Context: an optimization exercise on an open-source flow, tuned for small area. The choices shown serve that exercise and are no tape-out recipe.
In this exercise RTL edits were held to simulation tests only and were not proved equivalent to the original.
The flow treats the clock pin as an ideal source, which a real chip does not have.
Power figures rest on the tool's default switching activity, not on a simulated workload.

==> trial 70 <==
// lrm_core
module lrm_core (
    input  wire        clk,
    input  wire        rst,
    input  wire        cell_in,
    input  wire        arm_in,
    input  wire        sleep_in,
    input  wire [31:0] ms_now,
    input  wire        rx_valid,
    input  wire [7:0]  rx_byte,
    input  wire        tx_ready,
    output reg         rx_ack,
    output reg         tx_valid,
    output reg  [7:0]  tx_byte,
    output wire        ind_axle,
    output wire        ind_error,
    output wire        ind_status
);
    localparam [2:0] S_IDLE  = 3'b000;
    localparam [2:0] S_SLEEP = 3'b001;
    localparam [2:0] S_RDY   = 3'b010;   
    localparam [2:0] S_POFF  = 3'b011;   
    localparam [2:0] S_PON0  = 3'b100;   
    localparam [2:0] S_PON1  = 3'b101;   
    localparam [2:0] S_ERR0  = 3'b110;   
    localparam [2:0] S_ERR1  = 3'b111;   
    localparam [3:0] M_ECHO  = 4'h0;
    localparam [3:0] M_AXLE  = 4'h1;
    localparam [3:0] M_ERR   = 4'h2;
    localparam [3:0] M_OK    = 4'h3;
    localparam [3:0] M_NOK   = 4'h4;
    localparam [3:0] M_ON    = 4'h5;
    localparam [3:0] M_OFF   = 4'h6;
    localparam [3:0] M_RERR  = 4'h7;
    localparam [3:0] M_LEN   = 4'h8;
    localparam [3:0] M_START = 4'h9;
    localparam [3:0] M_STOP  = 4'hA;
    localparam [3:0] M_ERR0  = 4'hB;   
    reg [2:0]  st;
    reg [2:0]  lenk;         
    reg [3:0]  thr_on, thr_off;
    reg [1:0]  thr_err;
    reg [31:0] mbuf;
    reg [5:0]  msum;
    reg [12:0] on_dur;
    reg [31:0] off_dur;
    reg [31:0] T;
    reg [13:0] D;
    reg [15:0] axle_cnt, pb_cnt;
    reg        pb_zero;      
    reg        busy, esc;
    reg [3:0]  ty, pos;
    wire armed   = st[2] | st[1];
    wire started = st[0] & armed;
    wire w_off   = ~st[2] & st[1];
    wire w_on    = st[2] & ~st[1];
    wire w_err   = st[2] & st[1];
    assign ind_status = armed;
    assign ind_axle   = st[2];
    assign ind_error  = w_err;
    reg        evicted;
    always @(*) begin
        case (lenk)
            3'd3:    evicted = mbuf[1];
            3'd4:    evicted = mbuf[3];
            3'd5:    evicted = mbuf[7];
            3'd6:    evicted = mbuf[15];
            default: evicted = mbuf[31];
        endcase
    end
    function ge_k13(input [12:0] x, input [12:0] k);
        integer i;
        reg g;
        begin
  ...
==> flow/config.mk <==
export PLATFORM = sky130hd
export DESIGN_NAME = lrm_core
export DESIGN_NICKNAME = lrm_core
export VERILOG_FILES = /design/flow/design.v
export SDC_FILE = /design/flow/constraint.sdc
export NUM_CORES = 4
export LEC_CHECK = 0
export ABC_AREA = 1
export CAP_MARGIN = 20
export CORE_MARGIN = 2
export CORE_UTILIZATION = 60
export SLEW_MARGIN = 20
==> flow/constraint.sdc <==
create_clock -name core_clock -period 30.0 [get_ports {clk}]
set_input_delay 6.0000 -clock core_clock [delete_from_list [all_inputs] [get_ports {clk}]]
set_output_delay 6.0000 -clock core_clock [all_outputs]
set_load 0.01 [all_outputs]
standard.sh (not shown) runs the stock make flow with config.mk's settings and CLKGATE_MAP_FILE= SYNTH_SCRIPT=/design/flow/synth_recipe.tcl, a recipe that flattens the netlist after the stock synthesis.
==> flow/flow/run.sh <==
#!/bin/bash
# Layout: the standard ORFS flow (standard.sh) with these changes:
#  - synthesis: synth_recipe.tcl plus an area-oriented ABC script and no
#    adder pre-mapping (flow/synth.tcl, flow/area.abc); same registers;
#  - ports are buffered with buf_1 cells;
#  - the clock tree uses clkbuf_4/clkbuf_8 without dummy loads; clock
#    buffers that leave a flip-flop clock slew above 115 ps are upsized
#    (flow/fixclk.tcl, run after CTS).
# Each step's full log is in orfs/logs/; the make output is in layout.log.
set -euo pipefail
here=$(pwd)
export LRM_ABC_SCRIPT=$here/flow/area.abc
export BUFFER_PORTS_ARGS="-buffer_cell sky130_fd_sc_hd__buf_1"
export CTS_ARGS="-sink_clustering_enable -repair_clock_nets -dont_use_dummy_load -buf_list {sky130_fd_sc_hd__clkbuf_4 sky130_fd_sc_hd__clkbuf_8}"
export POST_CTS_TCL=$here/flow/fixclk.tcl
sed "s|SYNTH_SCRIPT=[^ ]*|SYNTH_SCRIPT=$here/flow/synth.tcl|" standard.sh > layout.sh
grep -q "SYNTH_SCRIPT=$here/flow/synth.tcl" layout.sh
bash layout.sh > layout.log 2>&1
==> flow/flow/fixclk.tcl <==
# POST_CTS hook: upsize clock buffers whose flip-flop clock pins see a slew
# above 115 ps (estimated from placement), then legalize again.
estimate_parasitics -placement
set drivers {}
foreach pin [get_pins -hierarchical */CLK] {
  if {[get_property $pin slew_max] > 0.115} {
    set net [get_nets -of_objects $pin]
    foreach d [get_pins -of_objects $net -filter "direction==output"] {
      set name [get_full_name [get_cells -of_objects $d]]
      if {[lsearch $drivers $name] < 0} { lappend drivers $name }
    }
  }
}
set changed 0
foreach name $drivers {
  set inst [get_cells $name]
  set m [get_property $inst ref_name]
  if {[string match sky130_fd_sc_hd__clkbuf_* $m] && $m ne "sky130_fd_sc_hd__clkbuf_16"} {
    puts "fixclk: $name $m -> sky130_fd_sc_hd__clkbuf_16"
    replace_cell $inst sky130_fd_sc_hd__clkbuf_16
    incr changed
  }
}
if {$changed > 0} {
  detailed_placement
  check_placement -verbose
  estimate_parasitics -placement
}
Other scripts of this flow, unchanged in this note and not shown: flow/flow/area.abc, flow/flow/synth.tcl
==> trial 43 (differences from trial 70) <==
--- a/flow/design.v
+++ b/flow/design.v
@@ -366,17 +366,28 @@
     end
     wire [16:0] ac_c, pc_c;
     wire [15:0] n_ac, n_pc;
     wire [15:0] ac_b = first_axle ? 16'd0 : axle_cnt;
     assign ac_c[0] = inc_axle;
-    assign pc_c[0] = 1'b1;
+    wire [15:0] pc_b = (first_axle & pb_zero) ? 16'd0 : pb_cnt;
+    assign pc_c[0] = first_axle;
     generate for (gi = 0; gi < 16; gi = gi + 1) begin : g_cnt
         assign n_ac[gi]   = ac_b[gi] ^ ac_c[gi];
         assign ac_c[gi+1] = ac_b[gi] & ac_c[gi];
-        assign n_pc[gi]   = pb_cnt[gi] ^ pc_c[gi];
-        assign pc_c[gi+1] = pb_cnt[gi] & pc_c[gi];
+        assign n_pc[gi]   = pc_b[gi] ^ pc_c[gi];
+        assign pc_c[gi+1] = pc_b[gi] & pc_c[gi];
     end endgenerate
+    wire t_hold = ~(ld_t_ms | ld_t_mid | ld_t_off);
+    wire [31:0] n_T = ({32{ld_t_ms}}  & ms_now)
+                    | ({32{ld_t_mid & ~ld_t_ms}} & mid)
+                    | ({32{ld_t_off & ~ld_t_ms & ~ld_t_mid}} & {2'b00, off_dur[31:2]})
+                    | ({32{t_hold}}   & T);
+    wire d_hold = ~(ld_d_off | ld_d_on | ld_d_b);
+    wire [7:0] n_D = ({8{ld_d_off}} & off_dur[25:18])
+                   | ({8{ld_d_on & ~ld_d_off}} & n_on[9:2])
+                   | ({8{ld_d_b & ~ld_d_off & ~ld_d_on}} & rx_byte)
+                   | ({8{d_hold}} & D[7:0]);
     wire [31:0] n_mbuf;
     assign n_mbuf[0] = ~(armed & cell_in);
     generate for (gi = 1; gi < 32; gi = gi + 1) begin : g_mbuf
         if (gi % 2 == 1)
             assign n_mbuf[gi] = armed & ~mbuf[gi-1];
@@ -403,27 +414,19 @@
     always @(posedge clk) begin
         mbuf    <= n_mbuf;
         msum    <= armed ? nsum : 6'd0;
         on_dur  <= w_on ? n_on : 13'd0;
         off_dur <= (!armed || (w_on && ev_axle)) ? 32'd0 : n_off;
-        if (ld_t_ms)
-            T <= ms_now;
-        else if (ld_t_mid)
-            T <= mid;
-        else if (ld_t_off)
-            T <= {2'b00, off_dur[31:2]};
+        T <= n_T;
         if (ld_d_off)
-            D <= off_dur[31:18];
-        else if (ld_d_on)
-            D[7:0] <= n_on[9:2];
-        else if (ld_d_b)
-            D[7:0] <= rx_byte;
+            D[13:8] <= off_dur[31:26];
+        D[7:0] <= n_D;
         axle_cnt <= ld_d_off ? off_dur[17:2] : n_ac;
-        if (first_axle) begin
-            pb_cnt  <= pb_zero ? 16'd1 : n_pc;
+        pb_cnt <= n_pc;
+        if (first_axle)
             pb_zero <= 1'b0;
-        end else if (set_pz)
+        else if (set_pz)
             pb_zero <= 1'b1;
         ty  <= n_tyr;
         pos <= n_pos;
         esc <= n_esc;
     end
--- a/flow/flow/run.sh
+++ b/flow/flow/run.sh
@@ -1,13 +1,13 @@
 #!/bin/bash
 # Layout: the standard ORFS flow (standard.sh) with these changes:
 #  - synthesis: synth_recipe.tcl plus an area-oriented ABC script and no
 #    adder pre-mapping (flow/synth.tcl, flow/area.abc); same registers;
 #  - ports are buffered with buf_1 cells;
-#  - the clock tree uses clkbuf_4/clkbuf_8 without dummy loads; clock
-#    buffers that leave a flip-flop clock slew above 115 ps are upsized
-#    (flow/fixclk.tcl, run after CTS).
+#  - the clock tree uses clkbuf_4/clkbuf_8 without dummy loads; after CTS
+#    each clock buffer is sized to the smallest of clkbuf_4/8/16 that keeps
+#    its flip-flop clock pins at or below 110 ps (flow/fixclk.tcl).
 # Each step's full log is in orfs/logs/; the make output is in layout.log.
 set -euo pipefail
 here=$(pwd)
 export LRM_ABC_SCRIPT=$here/flow/area.abc
 export BUFFER_PORTS_ARGS="-buffer_cell sky130_fd_sc_hd__buf_1"
==> flow/flow/fixclk.tcl (replaced) <==
# POST_CTS hook: size each clock buffer to the smallest of clkbuf_4/8/16
# that keeps every flip-flop clock pin it drives at or below 110 ps
# (estimated from placement), then legalize again. A buffer that drives
# no flip-flop keeps the smallest size.
proc lrm_sink_slew {inst} {
  set worst 0.0
  foreach op [get_pins -of_objects $inst -filter "direction==output"] {
    foreach p [get_pins -of_objects [get_nets -of_objects $op] -filter "direction==input"] {
      if {[get_property $p name] ne "CLK"} { continue }
      set s [get_property $p slew_max]
      if {$s > $worst} { set worst $s }
    }
  }
  return $worst
}
estimate_parasitics -placement
set sizes {sky130_fd_sc_hd__clkbuf_4 sky130_fd_sc_hd__clkbuf_8 sky130_fd_sc_hd__clkbuf_16}
foreach inst [get_cells *] {
  set m [get_property $inst ref_name]
  if {[lsearch $sizes $m] < 0} { continue }
  foreach s $sizes {
    replace_cell $inst $s
    estimate_parasitics -placement
    if {[lrm_sink_slew $inst] <= 0.110} { break }
  }
  puts "fixclk: [get_full_name $inst] $m -> [get_property $inst ref_name]"
}
detailed_placement
check_placement -verbose
estimate_parasitics -placement
CORE_UTILIZATION = 80   (was 60)
PLACE_DENSITY = 0.88   (was not set)
==> run notes <==
CP endpoint: trial 70 tx_byte[4]; trial 43 tx_byte[0]
Status: trial 70 complete, no violations; trial 43 complete, no violations
Switching fraction of total power: trial 70 31.13%; trial 43 36.96%
Share of the yosys chip area belonging to registers: trial 70 44.43%; trial 43 40.35%
Final Power: trial 70 0.0005406 W; trial 43 0.0006389 W
Routed metal-1 wire length: trial 70 12.36 mm; trial 43 10.27 mm
Final Hold Slack: trial 70 366.9 ps; trial 43 370.7 ps
Cell area after technology mapping: trial 70 9980 sq um; trial 43 9600 sq um
Source of the worst hold timing path: trial 70 mbuf[18]$_DFF_P_; trial 43 mbuf[5]$_DFF_P_
Buffering overhead: trial 70 2.812%; trial 43 2.739%
Number of DRC markers after the initial detailed-route iteration: trial 70 879; trial 43 1572
Die Area: trial 70 17680 sq um; trial 43 12890 sq um
Non-clock inverter count in the final layout: trial 70 201; trial 43 212
Standard cell core area: trial 70 16410 sq um; trial 43 11860 sq um
Well tap count: trial 70 220; trial 43 147
Met3 Routed Length: trial 70 2.406 mm; trial 43 3.002 mm
Power share of the combinational group: trial 70 22.2%; trial 43 32.8%
R2R cell count: trial 70 45; trial 43 43
Hold worst-path end: trial 70 mbuf[19]$_DFF_P_; trial 43 mbuf[6]$_DFF_P_
Via-per-instance ratio: trial 70 6.184; trial 43 6.858

-- separate check: timing with driven ports --
The results above use ideal ports. As a check the final layouts listed here were re-extracted and re-timed, cells and wires unchanged. Step 1, drivers: a clkbuf_16 drives clk and a buf_2 each remaining input, both assumed. Step 2 times the ports against the registers' clock, not the clock port: input delays grow and output delays shrink by t, the midpoint of the rising clock arrivals with the driver on. Slacks: ideal / step 1 / step 2; pairs: ideal / step 1.
run	shift t [ns]	setup WS [ns]	latest minus earliest clock arrival (ns)	worst slew at a driven data input, ns
trial 70	0.506	13.327 / 13.307 / 13.307	0.037 / 0.038	0.03
trial 43	0.644	13.056 / 13.035 / 13.035	0.037 / 0.038	0.06
After both steps every run listed still meets setup and hold. For trial 43, which loses most, drivers alone change the setup slack by -0.021 ns; drivers and shift together by -0.021 ns.
